This is an optimization exercise on Yosys and OpenROAD, whose aim is small area and few clock cycles, not a production implementation. Function was checked by simulation only, so behaviour that the tests miss may differ from the original. Power and IR drop assume default switching activity.

==> job 353 <==
==> flow/design.v (excerpt) <==
module crush_fp (
    input  wire        clk,
    input  wire        rst,
    input  wire        rx_valid,
    input  wire [7:0]  rx_data,
    output wire        rx_ready,
    output wire        tx_valid,
    output wire [7:0]  tx_data,
    input  wire        tx_ready,
    input  wire        ind_valid,
    input  wire [31:0] ind_addr,
    input  wire [2:0]  ind_len,
    input  wire [31:0] ind_data,
    output wire        ind_ready,
    output wire        mem_valid,
    output wire [1:0]  mem_op,        
    output wire [31:0] mem_addr,
    output wire [7:0]  mem_wdata,
    input  wire        mem_ready,
    input  wire [15:0] mem_rdata,
    output reg  [2:0]  status
);
==> module crush_fp, before the edit <==
module crush_fp (
    input  wire        clk,
    input  wire        rst,
    input  wire        rx_valid,
    input  wire [7:0]  rx_data,
    output wire        rx_ready,
    output wire        tx_valid,
    output wire [7:0]  tx_data,
    input  wire        tx_ready,
    input  wire        ind_valid,
    input  wire [31:0] ind_addr,
    input  wire [2:0]  ind_len,
    input  wire [31:0] ind_data,
    output wire        ind_ready,
    output wire        mem_valid,
    output wire [1:0]  mem_op,        
    output wire [31:0] mem_addr,
    output wire [7:0]  mem_wdata,
    input  wire        mem_ready,
    input  wire [15:0] mem_rdata,
    output reg  [2:0]  status
);
    localparam [7:0] SENTINEL = 8'h24;
    localparam       CAPACITY = 80;
    wire        free, dispatch, p_r, p_j, wr_en, ring_busy;
    wire [2:0]  p_err;
    wire [31:0] p_addr, p_len;
    wire [6:0]  p_n, age_next, rd_row;
    wire [7:0]  wr_data, rd_data;
    assign ind_ready = free;
    crush_parser #(.SENTINEL(SENTINEL), .CAPACITY(CAPACITY)) u_parser (
        .clk(clk), .rst(rst),
        .rx_valid(rx_valid), .rx_data(rx_data), .rx_ready(rx_ready),
        .can_take(free && !ind_valid),
        .buf_busy(ring_busy),
        .err(p_err), .dispatch(dispatch),
        .cmd_r(p_r), .cmd_j(p_j), .address(p_addr), .req_len(p_len), .payload_len(p_n),
        .wr_en(wr_en), .wr_data(wr_data), .age_next(age_next)
    );
    reg [8*CAPACITY-1:0] ring;
    always @(posedge clk)
        ring <= {ring[8*CAPACITY-9:0], wr_en ? wr_data : ring[8*CAPACITY-1 -: 8]};
    wire [127:0] rd_hot = 128'd1 << rd_row;
    reg  [7:0]   rd_sel;
    integer r;
    always @(*) begin
        rd_sel = 8'd0;
        for (r = 0; r < CAPACITY; r = r + 1)
            rd_sel = rd_sel | (ring[8*r +: 8] & {8{rd_hot[r]}});
    end
    assign rd_data = rd_sel;
    crush_encoder #(.SENTINEL(SENTINEL)) u_enc (
        .clk(clk), .rst(rst),
        .free(free),
        .take_req(dispatch), .req_r(p_r), .req_j(p_j),
        .req_addr(p_addr), .req_len(p_len), .req_n(p_n),
        .take_ind(ind_valid), .ind_addr(ind_addr), .ind_len(ind_len), .ind_data(ind_data),
        .ring_age(age_next), .ring_row(rd_row), .ring_rdata(rd_data), .ring_busy(ring_busy),
        .mem_valid(mem_valid), .mem_op(mem_op), .mem_addr(mem_addr), .mem_wdata(mem_wdata),
        .mem_ready(mem_ready), .mem_rdata(mem_rdata),
        .tx_valid(tx_valid), .tx_data(tx_data), .tx_ready(tx_ready)
    );
    always @(posedge clk) begin
        if (rst) status <= 3'b000;
        else     status <= status | p_err;
    end
endmodule
clock: 10.0 ns
lec_check: 0
cap_margin: 20
core_margin: 2
core_utilization: 40
slew_margin: 20
run.sh (not shown) runs the stock make flow with config.mk's settings and CLKGATE_MAP_FILE= SYNTH_SCRIPT=/design/flow/synth_recipe.tcl, a recipe that flattens the netlist after the stock synthesis.
==> job 9602: changes against job 353 <==
--- a/flow/design.v
+++ b/flow/design.v
@@ -393,19 +393,11 @@
         .wr_en(wr_en), .wr_data(wr_data), .age_next(age_next)
     );
     reg [8*CAPACITY-1:0] ring;
     always @(posedge clk)
         ring <= {ring[8*CAPACITY-9:0], wr_en ? wr_data : ring[8*CAPACITY-1 -: 8]};
-    wire [127:0] rd_hot = 128'd1 << rd_row;
-    reg  [7:0]   rd_sel;
-    integer r;
-    always @(*) begin
-        rd_sel = 8'd0;
-        for (r = 0; r < CAPACITY; r = r + 1)
-            rd_sel = rd_sel | (ring[8*r +: 8] & {8{rd_hot[r]}});
-    end
-    assign rd_data = rd_sel;
+    assign rd_data = ring[{rd_row, 3'b000} +: 8];
     crush_encoder #(.SENTINEL(SENTINEL)) u_enc (
         .clk(clk), .rst(rst),
         .free(free),
         .take_req(dispatch), .req_r(p_r), .req_j(p_j),
         .req_addr(p_addr), .req_len(p_len), .req_n(p_n),
==> job 8072: changes against job 353 <==
--- a/flow/design.v
+++ b/flow/design.v
@@ -15,12 +15,12 @@
     output reg         cmd_j,
     output reg  [31:0] address,
     output reg  [31:0] req_len,       
     output reg  [6:0]  payload_len,
     output wire        wr_en,
-    output wire [7:0]  wr_data,
-    output wire [6:0]  age_next       
+    output wire [6:0]  wr_idx,
+    output wire [7:0]  wr_data
 );
     localparam [3:0] S_WAIT = 4'd0,
                      S_CMD  = 4'd1,
                      S_WID  = 4'd2,
                      S_LH   = 4'd3,
@@ -29,19 +29,13 @@
                      S_PH   = 4'd6,
                      S_PL   = 4'd7,
                      S_CH   = 4'd8,
                      S_CL   = 4'd9;
     reg  [3:0]  state;
-    reg  [1:0]  width;
     reg  [7:0]  remaining;
     reg  [7:0]  ck_acc;
     reg  [2:0]  k;
-    reg  [6:0]  age;        
-    wire [6:0] pl_m40   = payload_len - 7'd40;
-    wire [6:0] pl_x2    = {payload_len[5:0], 1'b0};
-    wire [6:0] due      = (payload_len < 7'd40) ? pl_x2 - 7'd1 : {pl_m40[5:0], 1'b0};
-    wire       slot_ok  = (payload_len == 7'd0) || (age == due) || (payload_len == CAPACITY);
     wire [7:0] b = rx_data;
     wire       is_digit = (b >= 8'h30) && (b <= 8'h39);
     wire       is_upper = (b >= 8'h41) && (b <= 8'h46);
     wire       is_lower = (b >= 8'h61) && (b <= 8'h66);
     wire       is_hex   = is_digit || is_upper || is_lower;
@@ -53,11 +47,11 @@
     wire       rem_one  = (remaining == 8'd1);
     wire       more_pl  = (rem_dec[7:2] != 6'd0);       
     wire [7:0] ck_low   = ck_acc + {4'd0, nib};
     wire       is_w     = !cmd_r && !cmd_j;
     assign rx_ready = !((state == S_CL) && !can_take) &&
-                      !((state == S_PL) && is_w && (buf_busy || !slot_ok));
+                      !((state == S_PL) && is_w && buf_busy);
     wire fire = rx_valid && rx_ready;
     reg e_parse, e_ck, e_ovf, disp;
     always @(*) begin
         e_parse = 1'b0;
         e_ck    = 1'b0;
@@ -82,14 +76,12 @@
         endcase
     end
     assign err      = fire ? {e_ovf, e_ck, e_parse} : 3'b000;
     assign dispatch = fire && disp;
     assign wr_en   = fire && (state == S_PL) && is_hex && is_w && (payload_len != CAPACITY);
+    assign wr_idx  = payload_len;
     assign wr_data = {req_len[3:0], nib};
-    wire   wr_first = wr_en && (payload_len == 7'd0);
-    assign age_next = wr_first ? 7'd0 : (age == 7'd79) ? 7'd0 : age + 7'd1;
-    always @(posedge clk) age <= age_next;
     always @(posedge clk) begin
         if (rst) begin
             state <= S_WAIT;
         end else if (fire) begin
             if (e_parse || e_ck || e_ovf || disp) begin
@@ -108,11 +100,11 @@
                         cmd_j  <= !b[4];                 
                         ck_acc <= ck_acc + b;
                         state  <= S_WID;
                     end
                     S_WID: begin
-                        width  <= b[1:0];
+                        k      <= {b[1:0], 1'b1};        
                         ck_acc <= ck_acc + b;
                         state  <= S_LH;
                     end
                     S_LH: begin
                         remaining <= {nib, 4'd0};
@@ -120,11 +112,10 @@
                         state     <= S_LL;
                     end
                     S_LL: begin
                         remaining <= {remaining[7:4], nib};
                         ck_acc    <= ck_acc + b;
-                        k         <= {width, 1'b1};
                         state     <= S_ADDR;
                     end
                     S_ADDR: begin
                         remaining <= rem_dec;
                         address   <= {address[27:0], nib};
@@ -172,14 +163,13 @@
     input  wire [6:0]  req_n,
     input  wire        take_ind,      
     input  wire [31:0] ind_addr,
     input  wire [2:0]  ind_len,
     input  wire [31:0] ind_data,
-    input  wire [6:0]  ring_age,      
-    output wire [6:0]  ring_row,
-    input  wire [7:0]  ring_rdata,
-    output wire        ring_busy,     
+    output wire [6:0]  buf_idx,
+    input  wire [7:0]  buf_rdata,
+    output wire        buf_reading,   
     output wire        mem_valid,
     output wire [1:0]  mem_op,
     output wire [31:0] mem_addr,
     output wire [7:0]  mem_wdata,
     input  wire        mem_ready,
@@ -214,12 +204,10 @@
     reg [6:0]  n;           
     reg [6:0]  idx;         
     reg [7:0]  data;        
     reg        have;        
     reg [7:0]  ckn;         
-    reg [6:0]  dage;        
-    reg [6:0]  row;         
     wire is_r = (typ == T_R);
     wire is_j = (typ == T_J);
     wire is_i = (typ == T_I);
     wire [1:0] w      = (base[31:16] == 16'd0) ? 2'd1 :
                         (base[31:24] == 8'd0)  ? 2'd2 : 2'd3;
@@ -228,20 +216,13 @@
     wire [6:0] nf     = is_r ? {1'b0, chunk} : is_j ? 7'd2 : is_i ? n : 7'd0;
     wire [7:0] llv    = {5'd0, w, 1'b0} + {nf, 1'b0} + 8'd4;
     wire       last   = !(is_r && big);
     wire [3:0] anib   = base[{idx[2:0], 2'b00} +: 4];
     assign mem_addr  = base + {25'd0, idx};
-    assign mem_wdata = ring_rdata;
-    assign ring_row  = row;
-    wire [6:0] zs    = (dage == 7'd79) ? 7'd0 : dage + 7'd1;
-    wire [6:0] jz    = zs[0] ? (7'd40 + {1'b0, zs[6:1]}) : {1'b0, zs[6:1]};
-    assign ring_busy = (st == E_WR) && (idx <= jz) && (jz < n);
-    wire       adv   = (st == E_WR) && mem_ready;
-    wire [6:0] rstep = !adv ? 7'd1 : (idx == 7'd39) ? 7'd78 : 7'd79;    
-    wire [7:0] rsum  = {1'b0, row} + {1'b0, rstep};
-    wire [6:0] row_next  = (rsum >= 8'd80) ? rsum[6:0] - 7'd80 : rsum[6:0];
-    wire [6:0] dage_next = (dage == 7'd79) ? 7'd0 : dage + 7'd1;
+    assign mem_wdata = buf_rdata;
+    assign buf_idx   = idx;
+    assign buf_reading = (st == E_WR);
     wire rd_ph   = (st == E_PH) && is_r;
     assign mem_valid = (st == E_WR) || (st == E_INV) || (rd_ph && !have);
     assign mem_op    = (st == E_WR) ? 2'd1 : (st == E_INV) ? 2'd3 : 2'd2;
     wire mem_fire    = mem_valid && mem_ready;
     reg [3:0] dn;
@@ -267,12 +248,10 @@
         if (rd_ph && !have && !mem_ready) tx_valid = 1'b0;
     end
     wire fire = tx_valid && tx_ready;
     assign free = (st == E_IDLE) || ((st == E_TERM) && tx_ready && last);
     always @(posedge clk) begin
-        dage <= dage_next;
-        row  <= row_next;
         if (rst) begin
             st   <= E_IDLE;
             have <= 1'b0;
         end else begin
             case (st)
@@ -342,12 +321,10 @@
                 typ    <= {req_j, req_r};
                 base   <= req_addr;
                 remain <= req_len;
                 n      <= req_n;
                 idx    <= 7'd0;
-                dage   <= ring_age;
-                row    <= ring_age;
                 if (req_j)                     st <= E_INV;
                 else if (req_r)                st <= (req_len == 32'd0) ? E_IDLE : E_SENT;
                 else                           st <= (req_n == 7'd0) ? E_SENT : E_WR;
             end
         end
@@ -375,44 +352,44 @@
     input  wire [15:0] mem_rdata,
     output reg  [2:0]  status
 );
     localparam [7:0] SENTINEL = 8'h24;
     localparam       CAPACITY = 80;
-    wire        free, dispatch, p_r, p_j, wr_en, ring_busy;
+    wire        free, dispatch, p_r, p_j, wr_en, buf_reading;
     wire [2:0]  p_err;
     wire [31:0] p_addr, p_len;
-    wire [6:0]  p_n, age_next, rd_row;
+    wire [6:0]  p_n, wr_idx, rd_idx;
     wire [7:0]  wr_data, rd_data;
     assign ind_ready = free;
     crush_parser #(.SENTINEL(SENTINEL), .CAPACITY(CAPACITY)) u_parser (
         .clk(clk), .rst(rst),
         .rx_valid(rx_valid), .rx_data(rx_data), .rx_ready(rx_ready),
         .can_take(free && !ind_valid),
-        .buf_busy(ring_busy),
+        .buf_busy(buf_reading && (wr_idx >= rd_idx)),
         .err(p_err), .dispatch(dispatch),
         .cmd_r(p_r), .cmd_j(p_j), .address(p_addr), .req_len(p_len), .payload_len(p_n),
-        .wr_en(wr_en), .wr_data(wr_data), .age_next(age_next)
+        .wr_en(wr_en), .wr_idx(wr_idx), .wr_data(wr_data)
     );
-    reg [8*CAPACITY-1:0] ring;
+    reg [7:0] payload [0:CAPACITY-1];
     always @(posedge clk)
-        ring <= {ring[8*CAPACITY-9:0], wr_en ? wr_data : ring[8*CAPACITY-1 -: 8]};
-    wire [127:0] rd_hot = 128'd1 << rd_row;
+        if (wr_en) payload[wr_idx] <= wr_data;
+    wire [127:0] rd_hot = 128'd1 << rd_idx;
     reg  [7:0]   rd_sel;
     integer r;
     always @(*) begin
         rd_sel = 8'd0;
         for (r = 0; r < CAPACITY; r = r + 1)
-            rd_sel = rd_sel | (ring[8*r +: 8] & {8{rd_hot[r]}});
+            rd_sel = rd_sel | (payload[r] & {8{rd_hot[r]}});
     end
     assign rd_data = rd_sel;
     crush_encoder #(.SENTINEL(SENTINEL)) u_enc (
         .clk(clk), .rst(rst),
         .free(free),
         .take_req(dispatch), .req_r(p_r), .req_j(p_j),
         .req_addr(p_addr), .req_len(p_len), .req_n(p_n),
         .take_ind(ind_valid), .ind_addr(ind_addr), .ind_len(ind_len), .ind_data(ind_data),
-        .ring_age(age_next), .ring_row(rd_row), .ring_rdata(rd_data), .ring_busy(ring_busy),
+        .buf_idx(rd_idx), .buf_rdata(rd_data), .buf_reading(buf_reading),
         .mem_valid(mem_valid), .mem_op(mem_op), .mem_addr(mem_addr), .mem_wdata(mem_wdata),
         .mem_ready(mem_ready), .mem_rdata(mem_rdata),
         .tx_valid(tx_valid), .tx_data(tx_data), .tx_ready(tx_ready)
     );
     always @(posedge clk) begin
==> flow/flow/run.sh (new file) <==
#!/bin/bash
# The standard layout (standard.sh) with two changes: each port gets the
# smallest buffer (buf_1), and the clock tree uses clkbuf_8 clusters of up to
# 14 sinks without dummy loads. The make output goes to standard.log; ORFS
# keeps each step's log under orfs/logs/.
set -euo pipefail
export BUFFER_PORTS_ARGS="-buffer_cell sky130_fd_sc_hd__buf_1"
export CTS_ARGS="-sink_clustering_enable -repair_clock_nets -dont_use_dummy_load -buf_list sky130_fd_sc_hd__clkbuf_4 -sink_clustering_size 10 -sink_clustering_max_diameter 50"
bash standard.sh > standard.log 2>&1
==> flow/standard.sh (new file) <==
#!/bin/bash
# synth_recipe.tcl (not shown) runs the flow's synth.tcl, then flattens the netlist and writes it again
# the make line also repeats each setting of config.mk as NAME=value (left out here)
make -C /OpenROAD-flow-scripts/flow DESIGN_CONFIG=/design/flow/config.mk WORK_HOME=/design/flow/orfs CLKGATE_MAP_FILE= SYNTH_SCRIPT=/design/flow/synth_recipe.tcl "${@:-finish}"
--- a/flow/config.mk
+++ b/flow/config.mk
@@ -5,7 +5,7 @@
 export SDC_FILE = /design/flow/constraint.sdc
 export NUM_CORES = 4
 export LEC_CHECK = 0
 export CAP_MARGIN = 20
 export CORE_MARGIN = 2
-export CORE_UTILIZATION = 40
+export CORE_UTILIZATION = 60
 export SLEW_MARGIN = 20
removed: flow/run.sh
==> comparison table <==
Status: job 8072 finished clean; job 353 finished clean; job 9602 finished clean
Initial Utilization: job 8072 0.609; job 353 0.404; job 9602 0.405
Wire length on met2: job 8072 56800 um; job 353 50700 um; job 9602 40600 um
Multi-input gate share of total cell area: job 8072 0.298; job 353 0.338; job 9602 0.350
Share of cell area taken by flip-flops and latches: job 8072 0.618; job 353 0.486; job 9602 0.484
Total area of multi-input combinational cells: job 8072 12100 sq um; job 353 13300 sq um; job 9602 13900 sq um
Post-synth EDFFs: job 8072 828; job 353 190; job 9602 190
Amount of wire on met3 after detailed routing: job 8072 20700 um; job 353 10700 um; job 9602 5480 um
Clock skew after layout: job 8072 0.137 ns; job 353 0.0598 ns; job 9602 0.0365 ns
R2R Setup Slk: job 8072 3.04 ns; job 353 3.06 ns; job 9602 3.10 ns
Number of clock-tree buffers in the layout: job 8072 103; job 353 122; job 9602 125
Clock Power Share: job 8072 0.226; job 353 0.382; job 9602 0.364
Clock latency on the worst-skew pair: job 8072 0.97 ns; job 353 0.67 ns; job 9602 0.65 ns
Met1 routed wirelength after detailed routing: job 8072 48600 um; job 353 49300 um; job 9602 38200 um
Clock-pin slew on the worst setup and hold paths: job 8072 0.09 ns; job 353 0.07 ns; job 9602 0.06 ns
Number of instances in the synthesized netlist: job 8072 2830; job 353 3045; job 9602 2665
Proportion of netlist area held by the largest area contributor: job 8072 0.659; job 353 0.406; job 9602 0.397
Layout cell share with drive strength beyond 1: job 8072 0.0928; job 353 0.101; job 9602 0.153
Horiz. Die Dim: job 8072 255 um; job 353 292 um; job 9602 295 um
Number of library cell types mapped by synthesis: job 8072 92; job 353 97; job 9602 89
Sequential cell area: job 8072 25100 sq um; job 353 19200 sq um; job 9602 19200 sq um
Fin Hold WS: job 8072 0.543 ns; job 353 0.317 ns; job 9602 0.320 ns
Most frequent standard cell in the layout excluding fill and tap cells: job 8072 sky130_fd_sc_hd__edfxtp_1; job 353 sky130_fd_sc_hd__dfxtp_1; job 9602 sky130_fd_sc_hd__dfxtp_1
Share of final layout cell area taken by non-clock buffers: job 8072 0.0343; job 353 0.0551; job 9602 0.0460
Clock Root Buffer: job 8072 sky130_fd_sc_hd__clkbuf_4; job 353 sky130_fd_sc_hd__clkbuf_16; job 9602 sky130_fd_sc_hd__clkbuf_16
Start point of the critical path: job 8072 u_enc.remain[27]$_DFFE_PP_; job 353 u_enc.remain[22]$_DFFE_PP_; job 9602 u_enc.remain[25]$_DFFE_PP_
Testbench counts of job 353, summed over its fixed seeds: cycles 44,711.
Testbench counts of job 9602, summed over its fixed seeds: cycles 44,711.
Testbench counts of job 8072, summed over its fixed seeds: cycles 44,314.

-- static timing again, ports no longer ideal --
In the flow no input, the clock included, has a driving cell. The finished layouts below were timed again as built, in two steps. Step 1 (the two cells are an assumption about what drives the block):
set clk [get_ports {clk}]
set_driving_cell -lib_cell sky130_fd_sc_hd__clkbuf_16 $clk
set_driving_cell -lib_cell sky130_fd_sc_hd__buf_2 [delete_from_list [all_inputs] $clk]
Step 2 also shifts input and output timing later by t, the mid clock arrival at the registers, as if the neighbouring blocks saw the same clock. a / b / c = ideal / step 1 / step 2; a / b = the first two.
run	t, ns	setup slack, ns	slew at the worst register clock pin (ns)	worst slew at a driven data input, ns
job 353	0.714	1.809 / 1.742 / 1.756	0.07 / 0.07	0.14
job 9602	0.698	1.932 / 1.867 / 2.294	0.07 / 0.07	0.15
job 8072	0.968	1.944 / 1.874 / 2.080	0.12 / 0.12	0.08
After both steps setup and hold are still met in every run listed. The setup slack of job 353, which loses most, moves by -0.067 ns with the drivers and by -0.053 ns with both steps.
